Background: an optimization exercise with open tools, aiming at small area, a short achievable clock period and few clock cycles. Do not read the settings as production practice. Function was checked by simulation only, so behaviour that the tests miss may differ from the original. Power and IR drop assume default switching activity.

Design fpga_disp_ctrl, start of the top module:
module fpga_disp_ctrl (
  input  wire        clk,
  input  wire        rst,        
  input  wire        ev_valid,
  output wire        ev_ready,
  input  wire [2:0]  ev_type,
  input  wire [7:0]  ev_data,
  output reg         intn,
  output reg         cdone,
  output reg         redraw,
  output reg         fb_we,
  output reg  [14:0] fb_addr,
  output reg  [7:0]  fb_data
);
  reg        rdy;           
  reg [2:0]  st;
  reg        cs, rst_l, sclk;
  reg        set0;          
  reg [8:0]  cnt;
  reg        aux;
  assign ev_ready = rdy;
  wire        rdy_i, set0_i, intn_i, redraw_i, we_i;
  wire [2:0]  st_i, st_b;
  wire [8:0]  cnt_i, cnt_b;
  wire [14:0] addr_i;
  wire [7:0]  data_i;
  wire        stall_b, aux_b, intn_b, we_b;
  wire        cs_fall, sclk_inc, sclk_hit, rst_fall, rst_rise;
  wire [5:0]  scnt_inc;
  fpga_disp_next u_next (
    .rdy(rdy), .st(st), .cs(cs), .rst_l(rst_l), .sclk(sclk), .set0(set0),
    .cnt(cnt), .aux(aux), .intn(intn), .redraw(redraw), .fb_we(fb_we),
    .fb_addr(fb_addr), .fb_data(fb_data),
    .rdy_i(rdy_i), .st_i(st_i), .set0_i(set0_i), .cnt_i(cnt_i), .intn_i(intn_i),
    .redraw_i(redraw_i), .we_i(we_i), .addr_i(addr_i), .data_i(data_i),
    .stall_b(stall_b), .st_b(st_b), .cnt_b(cnt_b), .aux_b(aux_b), .intn_b(intn_b),
    .we_b(we_b),
    .cs_fall(cs_fall), .sclk_inc(sclk_inc), .sclk_hit(sclk_hit), .scnt_inc(scnt_inc),
    .rst_fall(rst_fall), .rst_rise(rst_rise)
  );
  wire acc  = ev_valid && rdy;
  wire b0   = ev_data[0];
  wire e_b  = acc && ev_type == 3'd0;                   
  wire e_c0 = acc && ev_type == 3'd1 && !b0 && cs_fall;  
  wire e_s  = acc && ev_type == 3'd2;                   
  wire e_s1 = e_s && b0 && sclk_inc;                    
  wire e_r  = acc && ev_type == 3'd3;                   
  wire e_r0 = e_r && !b0 && rst_fall;                   
  wire e_r1 = e_r && b0 && rst_rise;                    
  wire e_n  = acc && ev_type == 3'd4;                   
  always @(posedge clk) begin
    if (rst) begin
      rdy    <= 1'b0;           
      st     <= 3'd0;
      cs     <= 1'b0;
      rst_l  <= 1'b0;
      sclk   <= 1'b0;
      cdone  <= 1'b0;
  ...
Size in the first run: roughly 590 cells after synthesis, about 45 flip-flops, roughly 42 I/O pins.
==> flow/config.mk <==
export PLATFORM = sky130hd
export DESIGN_NAME = fpga_disp_ctrl
export DESIGN_NICKNAME = fpga_disp_ctrl
export VERILOG_FILES = /design/flow/design.v
export SDC_FILE = /design/flow/constraint.sdc
export NUM_CORES = 4
export LEC_CHECK = 0
export ABC_AREA = 1
export CAP_MARGIN = 20
export CORE_MARGIN = 2
export CORE_UTILIZATION = 40
export CTS_BUF_LIST = sky130_fd_sc_hd__clkbuf_8
export SETUP_SLACK_MARGIN = 5
export SLEW_MARGIN = 20
export SYNTH_HIERARCHICAL = 1
export SYNTH_MINIMUM_KEEP_SIZE = 0
==> flow/constraint.sdc <==
create_clock -name core_clock -period 8.0 [get_ports {clk}]
set_input_delay 1.6000 -clock core_clock [delete_from_list [all_inputs] [get_ports {clk}]]
set_output_delay 1.6000 -clock core_clock [all_outputs]
set_load 0.01 [all_outputs]
standard.sh (not shown) runs the stock make flow with config.mk's settings and CLKGATE_MAP_FILE= SYNTH_SCRIPT=/design/flow/synth_recipe.tcl, a recipe that flattens the netlist after the stock synthesis.
==> flow/flow/run.sh <==
#!/bin/bash
# Layout flow: the standard ORFS flow (standard.sh: ORFS synthesis with
# synth_recipe.tcl, floorplan, power grid, tap cells, placement, CTS, routing),
# with these changes, all passed to make as VAR=value:
#  - synthesis runs synth_recipe.tcl through flow/synth_abc.tcl, which only
#    swaps ABC's mapping script for flow/area.abc (an area-oriented mapping;
#    the flip-flops are mapped before ABC and stay as synth_recipe.tcl maps them);
#  - ADDER_MAP_FILE is empty, so adders are left to ABC as plain gates;
#  - the port buffers are plain buffers (buffer_ports -buffer_cell);
#  - any further settings in flow/extra.env, one VAR=value per line.
# make's full output goes to orfs_flow.log here; ORFS writes each step's log
# under orfs/logs/.
set -euo pipefail
here=$(pwd)
export FLOW_SYNTH_TCL="$here/synth_recipe.tcl"
export FLOW_ABC_SCRIPT="$here/flow/area.abc"
extra=("SYNTH_SCRIPT=$here/flow/synth_abc.tcl" "ADDER_MAP_FILE="
       "BUFFER_PORTS_ARGS=-buffer_cell sky130_fd_sc_hd__buf_2")
if [[ -f flow/extra.env ]]; then
  while IFS= read -r line; do
    [[ -z "$line" || "$line" == \#* ]] && continue
    extra+=("$line")
  done < flow/extra.env
fi
bash standard.sh "${extra[@]}" finish > "$here/orfs_flow.log" 2>&1
==> flow/flow/area.abc <==
strash
dch -f
map -a
strash
dch -f
map -a
strash
dch -f
map -a
topo
dnsize
==> flow/flow/extra.env <==
SETUP_SLACK_MARGIN=5.3
BUFFER_PORTS_ARGS=-buffer_cell sky130_fd_sc_hd__buf_1
==> flow/flow/synth_abc.tcl <==
# The standard flow's synthesis script (synth_recipe.tcl, unchanged), with the ABC
# technology-mapping script replaced by the one in FLOW_ABC_SCRIPT. ABC maps
# only the combinational logic; the flip-flops are mapped before it.
proc abc {args} {
  set i [lsearch -exact $args -script]
  if {$i >= 0 && [info exists ::env(FLOW_ABC_SCRIPT)]} {
    lset args [expr {$i + 1}] $::env(FLOW_ABC_SCRIPT)
  }
  yosys abc {*}$args
}
source $::env(FLOW_SYNTH_TCL)
Testbench counts at the start, summed over its fixed seeds: cycles 661,407.
Edit:
==> flow/flow/area.abc (replaced) <==
strash
dch -f
map -a
strash
dch -f
map -a
strash
dch -f
map -D 1500
topo
dnsize
==> flow/flow/extra.env (replaced) <==
SETUP_SLACK_MARGIN=5.35
BUFFER_PORTS_ARGS=-buffer_cell sky130_fd_sc_hd__buf_1
Result: Final area decreases by 3.4%. Flip-flop and latch count does not change. Wire length is lower by 1.2%.
Edit:
==> flow/flow/extra.env (replaced) <==
SETUP_SLACK_MARGIN=5.4
BUFFER_PORTS_ARGS=-buffer_cell sky130_fd_sc_hd__buf_1
Outcome: The new run finished clean; wire length barely changes; power barely changes; worst setup slack gains 0.077 ns; die area does not change; non-clock buffer count increases by 2; synthesized area stays the same; critical path depth stays the same.
Edit:
==> flow/flow/area.abc (replaced) <==
strash
dch -f
map -a
strash
dch -f
map -a
strash
dch -f
map -a
topo
dnsize
==> flow/flow/extra.env (replaced) <==
SETUP_SLACK_MARGIN=5.25
BUFFER_PORTS_ARGS=-buffer_cell sky130_fd_sc_hd__buf_1
Clock skew shrinks by 0.0044 ns.
Die area grows by about 0.6%.
Register-to-register slack loses 0.09 ns.
Design area grows by about 3.2%.

* * *

Starting RTL as in the previous note.
==> flow/design.v (excerpt) <==
module fpga_disp_ctrl (
  input  wire        clk,
  input  wire        rst,        
  input  wire        ev_valid,
  output wire        ev_ready,
  input  wire [2:0]  ev_type,
  input  wire [7:0]  ev_data,
  output reg         intn,
  output reg         cdone,
  output reg         redraw,
  output reg         fb_we,
  output reg  [14:0] fb_addr,
  output reg  [7:0]  fb_data
);
==> flow/config.mk <==
export PLATFORM = sky130hd
export DESIGN_NAME = fpga_disp_ctrl
export DESIGN_NICKNAME = fpga_disp_ctrl
export VERILOG_FILES = /design/flow/design.v
export SDC_FILE = /design/flow/constraint.sdc
export NUM_CORES = 4
export LEC_CHECK = 0
export ABC_AREA = 1
export CAP_MARGIN = 20
export CORE_MARGIN = 2
export CORE_UTILIZATION = 40
export CTS_BUF_LIST = sky130_fd_sc_hd__clkbuf_8
export SETUP_SLACK_MARGIN = 5
export SLEW_MARGIN = 20
export SYNTH_HIERARCHICAL = 1
export SYNTH_MINIMUM_KEEP_SIZE = 0
==> flow/constraint.sdc <==
create_clock -name core_clock -period 8.0 [get_ports {clk}]
set_input_delay 1.6000 -clock core_clock [delete_from_list [all_inputs] [get_ports {clk}]]
set_output_delay 1.6000 -clock core_clock [all_outputs]
set_load 0.01 [all_outputs]
==> flow/flow/area.abc <==
strash
dch -f
map -a
strash
dch -f
map -a
strash
dch -f
map -D 1200
topo
dnsize
==> flow/flow/extra.env <==
SETUP_SLACK_MARGIN=5.3
BUFFER_PORTS_ARGS=-buffer_cell sky130_fd_sc_hd__buf_1
Scripts as last shown in full above: flow/flow/run.sh, flow/flow/synth_abc.tcl
Testbench counts at the start, summed over its fixed seeds: cycles 661,407.
Then changed:
==> flow/flow/area.abc (replaced) <==
strash
dch -f
map -a
strash
dch -f
map -a
strash
dch -f
map -D 1400
topo
dnsize
After rerunning: Area after synthesis shrinks by 2.0%; core utilization rises by 2.2 points; sequential share of layout area is about the same; non-clock buffer count goes up by 7.
Then changed:
==> flow/flow/area.abc (replaced) <==
strash
dch -f
map -a
strash
dch -f
map -a
strash
dch -f
map -D 1500
topo
Effect: The changed run completed with no timing, DRC or antenna violations; die area falls slightly; cell area falls slightly; total power falls slightly; count of clock-buffer cells in the layout does not change; cell count falls slightly; setup slack stays flat; clock power falls by a few percent; first-iteration DRC count rises by about a fifth; maximum frequency is about the same.

* * *

Another version of the RTL of fpga_disp_ctrl (not shown whole).
Size in the first run: ~600 cells after synthesis, about 42 I/O pins, ~3500 sq um of cells after synthesis.
export LEC_CHECK = 0
export ABC_AREA = 1
export CAP_MARGIN = 20
export CORE_MARGIN = 2
export CORE_UTILIZATION = 40
export CTS_BUF_LIST = sky130_fd_sc_hd__clkbuf_8
export SETUP_SLACK_MARGIN = 5
export SLEW_MARGIN = 20
export SYNTH_HIERARCHICAL = 1
export SYNTH_MINIMUM_KEEP_SIZE = 0
create_clock -name core_clock -period 8.0 [get_ports {clk}]
==> flow/flow/area.abc <==
strash
dch -f
map -a
strash
dch -f
map -a
strash
dch -f
map -a
topo
dnsize
==> flow/flow/extra.env <==
SETUP_SLACK_MARGIN=5.35
BUFFER_PORTS_ARGS=-buffer_cell sky130_fd_sc_hd__buf_1
Scripts as last shown in full above: flow/flow/run.sh, flow/flow/synth_abc.tcl
Testbench counts at the start, summed over its fixed seeds: cycles 661,407.
Change:
==> flow/flow/area.abc (replaced) <==
strash
dch -f
map -a
strash
dch -f
map -a
strash
dch -f
map -a
strash
dch -f
map -a
strash
dch -f
map -a
topo
dnsize
==> flow/flow/extra.env (replaced) <==
SETUP_SLACK_MARGIN=5.25
BUFFER_PORTS_ARGS=-buffer_cell sky130_fd_sc_hd__buf_1
Sequential cell count is unchanged.
Routed wire length goes down by 6.0%.
Global-route usage goes down by 0.50 points.
Fmax goes down by 1.7%.
Cell count goes down by 2.6%.
Final area goes down by 4.2%.
Die area goes down by 1.1%.
Setup slack got worse by 46 ps.
Change:
==> flow/flow/area.abc (replaced) <==
strash
dch
map -a
topo
dnsize
==> flow/flow/extra.env (replaced) <==
SETUP_SLACK_MARGIN=5.25
The changed run produced a clean layout. Count of clock-buffer cells in the layout is unchanged. Sequential cell count does not change. Setup slack gets better by 46 ps.
Change:
==> flow/flow/area.abc (replaced) <==
strash
dch -f
map -a
strash
dch -f
map -a
strash
dch -f
map -a
topo
dnsize
==> flow/flow/extra.env (replaced) <==
SETUP_SLACK_MARGIN=5.25
BUFFER_PORTS_ARGS=-buffer_cell sky130_fd_sc_hd__buf_1
- SYNTH_HIERARCHICAL: 1 -> unset
- SYNTH_MINIMUM_KEEP_SIZE: 0 -> unset
=> The changed run finished clean; fmax falls by about 7%; final cell count shrinks by 12%; sequential power rose by about 10%; sequential cell count is unchanged; register-to-register slack degrades by 20 ps; utilization goes up by 4.9 points; worst hold slack gains 21 ps.

[separate check: timing with driven ports]
How much do the figures lean on ideal ports? The routed layouts below were timed once more, with nothing changed but the port constraints.
Step 1 (the two cells are an assumption about what drives the block):
set clk [get_ports {clk}]
set_driving_cell -lib_cell sky130_fd_sc_hd__clkbuf_16 $clk
set_driving_cell -lib_cell sky130_fd_sc_hd__buf_2 [delete_from_list [all_inputs] $clk]
Step 2 also shifts input and output timing later by t, the mid clock arrival at the registers, as if the neighbouring blocks saw the same clock.
Three values: no drivers, after step 1, after step 2; two values: the first two.
run | shift t [ns] | setup WS [ns] | worst setup path at the end | worst register clock-pin slew, ns | pins driven straight from the clock port
the first run of note 1 | 0.339 | 5.380 / 5.351 / 5.066 | input to register | 0.10 / 0.10 | 1
the second run of note 1 | 0.333 | 5.372 / 5.341 / 5.129 | input to register | 0.10 / 0.10 | 1
the third run of note 1 | 0.334 | 5.449 / 5.416 / 5.170 | input to register | 0.09 / 0.09 | 1
the fourth run of note 1 | 0.342 | 5.305 / 5.270 / 5.075 | input to register | 0.10 / 0.10 | 1
the first run of note 2 | 0.347 | 5.341 / 5.306 / 5.100 | input to register | 0.11 / 0.11 | 1
the second run of note 2 | 0.339 | 5.361 / 5.327 / 5.089 | input to register | 0.10 / 0.10 | 1
the third run of note 2 | 0.336 | 5.362 / 5.330 / 5.076 | input to register | 0.10 / 0.10 | 1
the first run of note 3 | 0.336 | 5.344 / 5.312 / 5.098 | input to register | 0.10 / 0.10 | 1
the second run of note 3 | 0.336 | 5.298 / 5.265 / 5.050 | input to register | 0.10 / 0.10 | 1
the third run of note 3 | 0.337 | 5.344 / 5.312 / 5.084 | input to register | 0.09 / 0.09 | 1
the fourth run of note 3 | 0.327 | 5.155 / 5.139 / 4.813 | input to register | 0.10 / 0.10 | 1
After both steps setup and hold are still met in every run listed. For the fourth run of note 3, which loses most, drivers alone change the setup slack by -0.016 ns; drivers and shift together by -0.342 ns.
